This is an optimization exercise on Yosys and OpenROAD, whose aim is small area, a short achievable clock period and few clock cycles per item, not a production implementation.
At most, simulation tests tie the RTL to the original design; equivalence was not proved.
Power is estimated from default activity; no workload was simulated.

run a:
==> flow/design.v (excerpt) <==
module pn532_codec (
    input  wire       clk,
    input  wire       rst,
    input  wire [7:0] in_data,
    input  wire       in_valid,
    output wire       in_ready,
    output wire [7:0] out_data,
    output wire       out_valid,
    output wire       out_last,
    output wire       out_fault,
    input  wire       out_ready
);
Size: ~65 flip-flops, about 0.0046 mm2 of cells after synthesis.
clock: 5.0 ns
lec_check: 0
cap_margin: 20
core_margin: 2
core_utilization: 40
setup_slack_margin: 2.5
slew_margin: 20
standard.sh (not shown) runs the stock make flow with config.mk's settings and CLKGATE_MAP_FILE= SYNTH_SCRIPT=/design/flow/synth_recipe.tcl, a recipe that flattens the netlist after the stock synthesis.
==> flow/flow/run.sh <==
#!/bin/bash
set -euo pipefail
export BUFFER_PORTS_ARGS="-buffer_cell sky130_fd_sc_hd__buf_4"
bash standard.sh > standard_flow.log 2>&1
The flow did not stop early for run a: all stages ran, and the layout cleared the timing, DRC and antenna checks.
The following lists how run b was set up differently from run a:
diff --git a/flow/design.v b/flow/design.v
--- a/flow/design.v
+++ b/flow/design.v
@@ -34,18 +34,17 @@
     localparam I_RES  = 21;   
     localparam NS     = 22;
     reg [NS-1:0] st;
     reg [1:0]  mode;
     reg [7:0]  rem;
     reg [15:0] acc;
     reg        f1, f4;
     reg [7:0]  o_data;
-    reg        o_idle, o_last, o_fault;      
-    wire       o_valid = !o_idle;
+    reg        o_valid, o_last, o_fault;
     function [7:0] dec8;
         input [7:0] x;
         integer i;
         reg b;
         begin
             b = 1'b1;
             for (i = 0; i < 8; i = i + 1) begin
                 dec8[i] = x[i] ^ b;
@@ -54,17 +53,17 @@
         end
     endfunction
     wire s_idle = st[I_IDLE], s_tail = st[I_TAIL], s_len = st[I_LEN], s_data = st[I_DATA];
     wire s_skip = st[I_SKIP], s_dpre = st[I_DPRE], s_dlcs = st[I_DLCS], s_dtfi = st[I_DTFI];
     wire s_drc = st[I_DRC], s_dpay = st[I_DPAY], s_dst = st[I_DST], s_ecmd = st[I_ECMD];
     wire s_elen = st[I_ELEN], s_epay = st[I_EPAY], s_eh1 = st[I_EH1], s_eh2 = st[I_EH2];
     wire s_eh3 = st[I_EH3], s_eh4 = st[I_EH4], s_eh5 = st[I_EH5], s_eh6 = st[I_EH6];
     wire s_lo = st[I_LO], s_res = st[I_RES];
-    wire ob_free = o_idle || out_ready;
+    wire ob_free = !o_valid || out_ready;
     reg  takes;                  
     assign in_ready = takes && ob_free;
     wire v    = in_valid;
     wire fire = v && in_ready;
     wire m_dcs = (mode == 2'b00);
     wire m_dec = (mode == 2'b11);
     wire inv   = (mode == 2'b10);
     wire [7:0]  cx = acc[7:0] ^ in_data;
@@ -186,27 +185,27 @@
             o_last  <= e_last;
             o_fault <= e_fault;
         end
     end
     always @(posedge clk) begin
         if (rst) begin
             st      <= {{(NS-1){1'b0}}, 1'b1};
             takes   <= 1'b1;
-            o_idle  <= 1'b1;
+            o_valid <= 1'b0;
             f1      <= 1'b0;
             f4      <= 1'b0;
         end else begin
             st <= st_n;
             takes <= !(st_n[I_EH1] || st_n[I_EH2] || st_n[I_EH3] || st_n[I_EH4] ||
                        st_n[I_EH5] || st_n[I_EH6] || st_n[I_LO] || st_n[I_RES]);
             if (emit)
-                o_idle  <= 1'b0;
+                o_valid <= 1'b1;
             else if (out_ready)
-                o_idle  <= 1'b1;
+                o_valid <= 1'b0;
             if (f_op && op_rst) begin
                 f1 <= 1'b0;
                 f4 <= 1'b0;
             end else begin
                 if (s_elen && fire && ovf)
                     f1 <= 1'b1;
                 if (f_op && op_ref)
                     f4 <= 1'b1;
[summary]
Taking run a as the reference point, the area after synthesis of run b rises by 1.3%.
In run b the post-synthesis area per instance turned out about 2% higher than in run a.
Lower post-layout worst setup margin goes to run a over run b.
The higher post-cts gate resize count of run a and run b is in run a.
Run b vs. run a: xor and xnor area share after synthesis comparable, total power now smaller.
Testbench counts of run b, summed over its fixed seeds: cycles 78,497, items 1,920.
For run a, only the layout was checked, not whether the RTL still works.

## rev 12
The RTL this note starts from:
==> flow/design.v <==
module pn532_codec (
    input  wire       clk,
    input  wire       rst,
    input  wire [7:0] in_data,
    input  wire       in_valid,
    output wire       in_ready,
    output wire [7:0] out_data,
    output wire       out_valid,
    output wire       out_last,
    output wire       out_fault,
    input  wire       out_ready
);
    localparam I_IDLE = 0;    
    localparam I_TAIL = 1;    
    localparam I_LEN  = 2;    
    localparam I_DATA = 3;    
    localparam I_SKIP = 4;    
    localparam I_DPRE = 5;    
    localparam I_DLCS = 6;    
    localparam I_DTFI = 7;    
    localparam I_DRC  = 8;    
    localparam I_DPAY = 9;    
    localparam I_DST  = 10;   
    localparam I_ECMD = 11;   
    localparam I_ELEN = 12;   
    localparam I_EPAY = 13;   
    localparam I_EH1  = 14;   
    localparam I_EH2  = 15;   
    localparam I_EH3  = 16;   
    localparam I_EH4  = 17;   
    localparam I_EH5  = 18;   
    localparam I_EH6  = 19;   
    localparam I_LO   = 20;   
    localparam I_RES  = 21;   
    localparam NS     = 22;
    reg [NS-1:0] st;
    reg [1:0]  mode;
    reg [7:0]  rem;
    reg [15:0] acc;
    reg        f1, f4;
    reg [7:0]  o_data;
    reg        o_valid, o_last, o_fault;
    function [7:0] dec8;
        input [7:0] x;
        integer i;
        reg b;
        begin
            b = 1'b1;
            for (i = 0; i < 8; i = i + 1) begin
                dec8[i] = x[i] ^ b;
                b = b & ~x[i];
            end
        end
    endfunction
    function [8:0] inc2;
        input [7:0] x;
        integer i;
        reg c;
        begin
            inc2[0] = x[0];
            c = 1'b1;
            for (i = 1; i < 8; i = i + 1) begin
                inc2[i] = x[i] ^ c;
                c = c & x[i];
            end
            inc2[8] = c;
        end
    endfunction
    function [7:0] sub8;
        input [7:0] a;
        input [7:0] b;
        integer i;
        reg br;
        begin
            br = 1'b0;
            for (i = 0; i < 8; i = i + 1) begin
                sub8[i] = a[i] ^ b[i] ^ br;
                br = (~a[i] & b[i]) | (~(a[i] ^ b[i]) & br);
            end
        end
    endfunction
    function lt8;
        input [7:0] a;
        input [7:0] b;
        integer i;
        reg l;
        begin
            l = 1'b0;
            for (i = 0; i < 8; i = i + 1)
                l = (~a[i] & b[i]) | (~(a[i] ^ b[i]) & l);
            lt8 = l;
        end
    endfunction
    wire s_idle = st[I_IDLE], s_tail = st[I_TAIL], s_len = st[I_LEN], s_data = st[I_DATA];
    wire s_skip = st[I_SKIP], s_dpre = st[I_DPRE], s_dlcs = st[I_DLCS], s_dtfi = st[I_DTFI];
    wire s_drc = st[I_DRC], s_dpay = st[I_DPAY], s_dst = st[I_DST], s_ecmd = st[I_ECMD];
    wire s_elen = st[I_ELEN], s_epay = st[I_EPAY], s_eh1 = st[I_EH1], s_eh2 = st[I_EH2];
    wire s_eh3 = st[I_EH3], s_eh4 = st[I_EH4], s_eh5 = st[I_EH5], s_eh6 = st[I_EH6];
    wire s_lo = st[I_LO], s_res = st[I_RES];
    wire ob_free = !o_valid || out_ready;
    wire takes   = !(s_eh1 || s_eh2 || s_eh3 || s_eh4 || s_eh5 || s_eh6 || s_lo || s_res);
    assign in_ready = takes && ob_free;
    wire v    = in_valid;
    wire fire = v && in_ready;
    wire m_dcs = (mode == 2'b00);
    wire m_dec = (mode == 2'b11);
    wire inv   = (mode == 2'b10);
    wire [7:0]  cx = acc[7:0] ^ in_data;
    wire [7:0]  ct = {cx[7:4] ^ cx[3:0], cx[3:0]};
    wire [15:0] crc_n = {ct[7:3], ct[2:0] ^ ct[7:5], acc[15:12] ^ ct[4:1],
                         acc[11] ^ ct[0] ^ ct[7], acc[10:8] ^ ct[6:4]};
    wire [7:0] fc     = acc[15:8];
    wire [7:0] diff   = sub8(acc[7:0], in_data);     
    wire [7:0] rem_m1 = dec8(rem);
    wire [7:0] fc_m1  = dec8(fc);
    wire [8:0] n_p2   = inc2(in_data);
    wire       ovf    = n_p2[8];
    wire       r_last = (rem == 8'd3);
    wire       rem2   = (rem == 8'd2);
    wire       lo_z   = (acc[7:0] == 8'h00);
    wire       fc_1   = (fc == 8'h01);
    wire       n_z    = (in_data == 8'h00);
    wire       n_lt13 = (in_data < 8'd13);
    wire op_dcs = (in_data == 8'h01);
    wire op_a   = (in_data == 8'h02);
    wire op_b   = (in_data == 8'h03);
    wire op_enc = (in_data == 8'h04);
    wire op_dec = (in_data == 8'h06);
    wire op_st  = (in_data == 8'h7E);
    wire op_rst = (in_data == 8'h7F);
    wire op_len = op_dcs || op_a || op_b || op_dec;
    wire op_ref = !(op_len || op_enc || op_st || op_rst);
    wire [7:0] rem_q  = dec8({2'b00, rem[7:2]});
    wire [7:0] rem_m4 = {rem_q[5:0], rem[1:0]};
    wire d_inc  = lt8(rem_m4, fc);
    wire d_bad  = !lo_z || (fc[7:1] == 7'd0);
    wire d_fail = d_inc || d_bad;
    wire f_op  = fire && (s_idle || s_tail);
    wire f_len = fire && s_len;
    wire [NS-1:0] st_n;
    assign st_n[I_IDLE] = (s_idle && !fire) || (s_tail && ob_free && !fire) ||
                          (f_op && op_rst) || (f_len && m_dec && n_lt13 && n_z) ||
                          ((s_skip || s_dst) && fire && r_last) ||
                          (s_lo && ob_free && m_dcs) || (s_res && ob_free);
    assign st_n[I_TAIL] = (s_tail && !ob_free) || (s_lo && ob_free && !m_dcs);
    assign st_n[I_LEN]  = (s_len && !fire) || (f_op && op_len);
    assign st_n[I_DATA] = (s_data && !(fire && r_last)) || (f_len && !m_dec && !n_z);
    assign st_n[I_SKIP] = (s_skip && !(fire && r_last)) || (f_len && m_dec && n_lt13 && !n_z) ||
                          (s_dtfi && fire && d_fail) || (s_dst && ob_free && !(fire && r_last)) ||
                          (s_elen && fire && ovf);
    assign st_n[I_DPRE] = (s_dpre && !(fire && fc_1)) || (f_len && m_dec && !n_lt13);
    assign st_n[I_DLCS] = (s_dlcs && !fire) || (s_dpre && fire && fc_1);
    assign st_n[I_DTFI] = (s_dtfi && !fire) || (s_dlcs && fire);
    assign st_n[I_DRC]  = (s_drc && !fire) || (s_dtfi && fire && !d_fail);
    assign st_n[I_DPAY] = (s_dpay && !(fire && fc_1)) || (s_drc && fire);
    assign st_n[I_DST]  = (s_dst && !ob_free) || (s_dpay && fire && fc_1);
    assign st_n[I_ECMD] = (s_ecmd && !fire) || (f_op && op_enc);
    assign st_n[I_ELEN] = (s_elen && !fire) || (s_ecmd && fire);
    assign st_n[I_EPAY] = (s_epay && !(fire && r_last)) || (s_eh6 && ob_free && !rem2);
    assign st_n[I_EH1]  = (s_eh1 && !ob_free) || (s_elen && fire && !ovf);
    assign st_n[I_EH2]  = (s_eh2 && !ob_free) || (s_eh1 && ob_free);
    assign st_n[I_EH3]  = (s_eh3 && !ob_free) || (s_eh2 && ob_free);
    assign st_n[I_EH4]  = (s_eh4 && !ob_free) || (s_eh3 && ob_free);
    assign st_n[I_EH5]  = (s_eh5 && !ob_free) || (s_eh4 && ob_free);
    assign st_n[I_EH6]  = (s_eh6 && !ob_free) || (s_eh5 && ob_free);
    assign st_n[I_LO]   = (s_lo && !ob_free) || (s_data && fire && r_last) ||
                          (f_len && !m_dec && n_z) || (s_eh6 && ob_free && rem2) ||
                          (s_epay && fire && r_last);
    assign st_n[I_RES]  = (s_res && !ob_free) || (f_op && op_ref) || (f_op && op_st);
    wire emit = ob_free && (s_tail || s_dst || !takes ||
                            (v && (s_drc || s_epay || s_elen || (s_dpay && !fc_1) ||
                                   (s_len && m_dec && n_lt13) || (s_dtfi && d_fail))));
    wire e_last  = s_tail || s_len || s_dtfi || s_dst || s_res || (s_lo && m_dcs) || (s_elen && ovf);
    wire e_fault = (s_res && mode[0]) || (s_elen && ovf);
    wire [7:0] e_const;
    assign e_const[0] = s_len || s_dtfi || (s_elen && ovf) || s_eh2;
    assign e_const[1] = s_len || (s_dtfi && d_inc) || (s_dst && !lo_z) || (s_res && !mode[0] && f1) || s_eh2;
    assign e_const[2] = s_eh2 || s_eh5 || (s_res && mode[0]);
    assign e_const[3] = s_eh2;
    assign e_const[4] = s_eh2 || s_eh5 || (s_res && !mode[0] && f4);
    assign e_const[5] = s_eh2;
    assign e_const[6] = s_eh2 || s_eh5;
    assign e_const[7] = s_eh2 || s_eh5;
    wire       s_in  = s_drc || s_dpay || s_epay;
    wire [7:0] acc_byte = (({8{s_tail || s_eh6}} & acc[15:8]) | ({8{s_lo}} & acc[7:0])) ^ {8{inv}};
    wire [7:0] in_byte  = s_drc ? dec8(in_data) : in_data;
    wire [7:0] e_data = e_const | acc_byte | ({8{s_in}} & in_byte) |
                        ({8{s_eh3}} & rem) | ({8{s_eh4}} & ~rem_m1);
    wire lo_2c   = f_op && op_enc;
    wire lo_init = f_len;
    wire lo_crc  = fire && s_data && !m_dcs;
    wire lo_diff = fire && ((s_data && m_dcs) || (s_dpre && fc_1) || s_dlcs || s_dtfi ||
                            s_drc || s_dpay || s_ecmd || s_epay);
    wire [7:0] lo_iv = (mode == 2'b01) ? 8'h63 : (mode == 2'b10) ? 8'hFF : 8'h00;
    wire [7:0] lo_n = ({8{lo_2c}} & 8'h2C) | ({8{lo_init}} & lo_iv) |
                      ({8{lo_crc}} & crc_n[7:0]) | ({8{lo_diff}} & diff);
    wire hi_init = f_len;
    wire hi_crc  = fire && s_data;
    wire hi_in   = fire && ((s_dpre && fc_1) || s_ecmd);
    wire hi_dec  = fire && ((s_dpre && !fc_1) || s_dtfi || s_dpay);
    wire hi_z    = s_eh6 && ob_free;
    wire [7:0] hi_iv = (mode == 2'b01) ? 8'h63 : (mode == 2'b10) ? 8'hFF :
                       (mode == 2'b11) ? 8'h0A : 8'h00;
    wire [7:0] hi_n = ({8{hi_init}} & hi_iv) | ({8{hi_crc}} & crc_n[15:8]) |
                      ({8{hi_in}} & in_data) | ({8{hi_dec}} & fc_m1);
    always @(posedge clk) begin
        acc[7:0]  <= lo_n | ({8{!(lo_2c || lo_init || lo_crc || lo_diff)}} & acc[7:0]);
        acc[15:8] <= hi_n | ({8{!(hi_init || hi_crc || hi_in || hi_dec || hi_z)}} & acc[15:8]);
        if (fire)
            rem <= (s_len || s_elen) ? n_p2[7:0] : rem_m1;
        if (f_op)
            mode <= {op_b || op_dec, !(op_dcs || op_b || op_st)};
        if (emit) begin
            o_data  <= e_data;
            o_last  <= e_last;
            o_fault <= e_fault;
        end
    end
    always @(posedge clk) begin
        if (rst) begin
            st      <= {{(NS-1){1'b0}}, 1'b1};
            o_valid <= 1'b0;
            f1      <= 1'b0;
            f4      <= 1'b0;
        end else begin
            st <= st_n;
            if (emit)
                o_valid <= 1'b1;
            else if (out_ready)
                o_valid <= 1'b0;
            if (f_op && op_rst) begin
                f1 <= 1'b0;
                f4 <= 1'b0;
            end else begin
                if (s_elen && fire && ovf)
                    f1 <= 1'b1;
                if (f_op && op_ref)
                    f4 <= 1'b1;
            end
        end
    end
    assign out_data  = o_data;
    assign out_valid = o_valid;
    assign out_last  = o_last;
    assign out_fault = o_fault;
endmodule
export LEC_CHECK = 0
export CAP_MARGIN = 20
export CORE_MARGIN = 2
export CORE_UTILIZATION = 40
export SETUP_SLACK_MARGIN = 2.5
export SLEW_MARGIN = 20
create_clock -name core_clock -period 5.0 [get_ports {clk}]
run.sh (not shown) runs the stock make flow with config.mk's settings and CLKGATE_MAP_FILE= SYNTH_SCRIPT=/design/flow/synth_recipe.tcl, a recipe that flattens the netlist after the stock synthesis.
Stock flow here: none of the scripts above is used.
Relative to rev 12, the following input files were edited for rev 13:
--- a/flow/design.v
+++ b/flow/design.v
@@ -109,17 +109,17 @@
     wire [7:0]  ct = {cx[7:4] ^ cx[3:0], cx[3:0]};
     wire [15:0] crc_n = {ct[7:3], ct[2:0] ^ ct[7:5], acc[15:12] ^ ct[4:1],
                          acc[11] ^ ct[0] ^ ct[7], acc[10:8] ^ ct[6:4]};
     wire [7:0] fc     = acc[15:8];
-    wire [7:0] diff   = sub8(acc[7:0], in_data);     
+    wire [7:0] diff   = acc[7:0] - in_data;         
     wire [7:0] rem_m1 = dec8(rem);
     wire [7:0] fc_m1  = dec8(fc);
-    wire [8:0] n_p2   = inc2(in_data);
+    wire [8:0] n_p2   = {1'b0, in_data} + 9'd2;
     wire       ovf    = n_p2[8];
-    wire       r_last = (rem == 8'd3);
+    reg        r_last;                           
     wire       rem2   = (rem == 8'd2);
     wire       lo_z   = (acc[7:0] == 8'h00);
-    wire       fc_1   = (fc == 8'h01);
+    reg        fc_1;                             
     wire       n_z    = (in_data == 8'h00);
     wire       n_lt13 = (in_data < 8'd13);
     wire op_dcs = (in_data == 8'h01);
     wire op_a   = (in_data == 8'h02);
@@ -129,11 +129,11 @@
     wire op_st  = (in_data == 8'h7E);
     wire op_rst = (in_data == 8'h7F);
     wire op_len = op_dcs || op_a || op_b || op_dec;
     wire op_ref = !(op_len || op_enc || op_st || op_rst);
-    wire [7:0] rem_q  = dec8({2'b00, rem[7:2]});
-    wire [7:0] rem_m4 = {rem_q[5:0], rem[1:0]};
-    wire d_inc  = lt8(rem_m4, fc);
+    wire [7:0] rem_q  = dec8({2'b00, rem_m1[7:2]});
+    wire [7:0] rem_m4 = {rem_q[5:0], rem_m1[1:0]};
+    reg  d_inc;
     wire d_bad  = !lo_z || (fc[7:1] == 7'd0);
     wire d_fail = d_inc || d_bad;
     wire f_op  = fire && (s_idle || s_tail);
     wire f_len = fire && s_len;
@@ -182,9 +182,9 @@
     assign e_const[6] = s_eh2 || s_eh5;
     assign e_const[7] = s_eh2 || s_eh5;
     wire       s_in  = s_drc || s_dpay || s_epay;
     wire [7:0] acc_byte = (({8{s_tail || s_eh6}} & acc[15:8]) | ({8{s_lo}} & acc[7:0])) ^ {8{inv}};
-    wire [7:0] in_byte  = s_drc ? dec8(in_data) : in_data;
+    wire [7:0] in_byte  = s_drc ? in_data - 8'd1 : in_data;
     wire [7:0] e_data = e_const | acc_byte | ({8{s_in}} & in_byte) |
                         ({8{s_eh3}} & rem) | ({8{s_eh4}} & ~rem_m1);
     wire lo_2c   = f_op && op_enc;
     wire lo_init = f_len;
@@ -203,12 +203,20 @@
                        (mode == 2'b11) ? 8'h0A : 8'h00;
     wire [7:0] hi_n = ({8{hi_init}} & hi_iv) | ({8{hi_crc}} & crc_n[15:8]) |
                       ({8{hi_in}} & in_data) | ({8{hi_dec}} & fc_m1);
     always @(posedge clk) begin
-        acc[7:0]  <= lo_n | ({8{!(lo_2c || lo_init || lo_crc || lo_diff)}} & acc[7:0]);
-        acc[15:8] <= hi_n | ({8{!(hi_init || hi_crc || hi_in || hi_dec || hi_z)}} & acc[15:8]);
-        if (fire)
-            rem <= (s_len || s_elen) ? n_p2[7:0] : rem_m1;
+        if (lo_2c || lo_init || lo_crc || lo_diff)
+            acc[7:0] <= lo_n;
+        if (hi_init || hi_crc || hi_in || hi_dec || hi_z)
+            acc[15:8] <= hi_n;
+        if (fire) begin
+            rem    <= (s_len || s_elen) ? n_p2[7:0] : rem_m1;
+            r_last <= (s_len || s_elen) ? (in_data == 8'd1) : (rem == 8'd4);
+        end
+        if (hi_init || hi_in || hi_dec)
+            fc_1 <= hi_dec ? (fc == 8'd2) : hi_in ? (in_data == 8'd1) : 1'b0;
+        if (s_dlcs)
+            d_inc <= lt8(rem_m4, fc);
         if (f_op)
             mode <= {op_b || op_dec, !(op_dcs || op_b || op_st)};
         if (emit) begin
             o_data  <= e_data;
Results
Delta (rev 13 minus rev 12): fmax has increased; count of non-CTS buffers in the layout has increased. Rev 13 vs rev 12 — via count normalized by instance count rose about 2%. Row ratio of final minimum period to clock period: rev 13 lower / rev 12 higher. Delta(number of global-route vias before repair, rev 13 - rev 12) > 0. Register-to-register slack: rev 13 better than rev 12. Comparing rev 12 and rev 13, the lower clock tree buffer count of the final layout is on rev 12. Relative to rev 12, the count of mapped cells out of synthesis of rev 13 is higher by 9. Combinational fraction of design power: rev 13 lower than rev 12. Rev 13 against rev 12: sequential standard cell area higher; sequential cell count higher.
Testbench counts of rev 13, summed over its fixed seeds: cycles 78,497, items 1,920.
The RTL of rev 12 was laid out without a check of its function.

==> static timing again, ports no longer ideal <==
The flow's constraints put no driver on any port. The routed layouts listed below were extracted and timed again, unchanged, in two steps.
Step 1 assumes that a clkbuf_16 drives the clock port and a buf_2 every other input.
Step 2 moves the port delays by t, midway between the first and last clock arrival at a register: inputs arrive t later, outputs are due t later. That takes back most of the time a late clock gives input paths.
a / b / c = ideal / step 1 / step 2; a / b = the first two.
run | t (ns) | setup slack, ns | worst setup path at the end | cell pins on the clock port's net
run a | 0.374 | 2.395 / 2.363 / 2.174 | input to register | 1
run b | 0.380 | 2.474 / 2.443 / 2.120 | input to register | 1
rev 12 | 0.407 | 1.613 / 1.596 / 1.188 | input to register | 1
rev 13 | 0.381 | 2.364 / 2.358 / 1.977 | input to register | 1
After both steps setup and hold are still met in every run listed. For rev 12, which loses most, drivers alone change the setup slack by -0.017 ns; drivers and shift together by -0.425 ns.
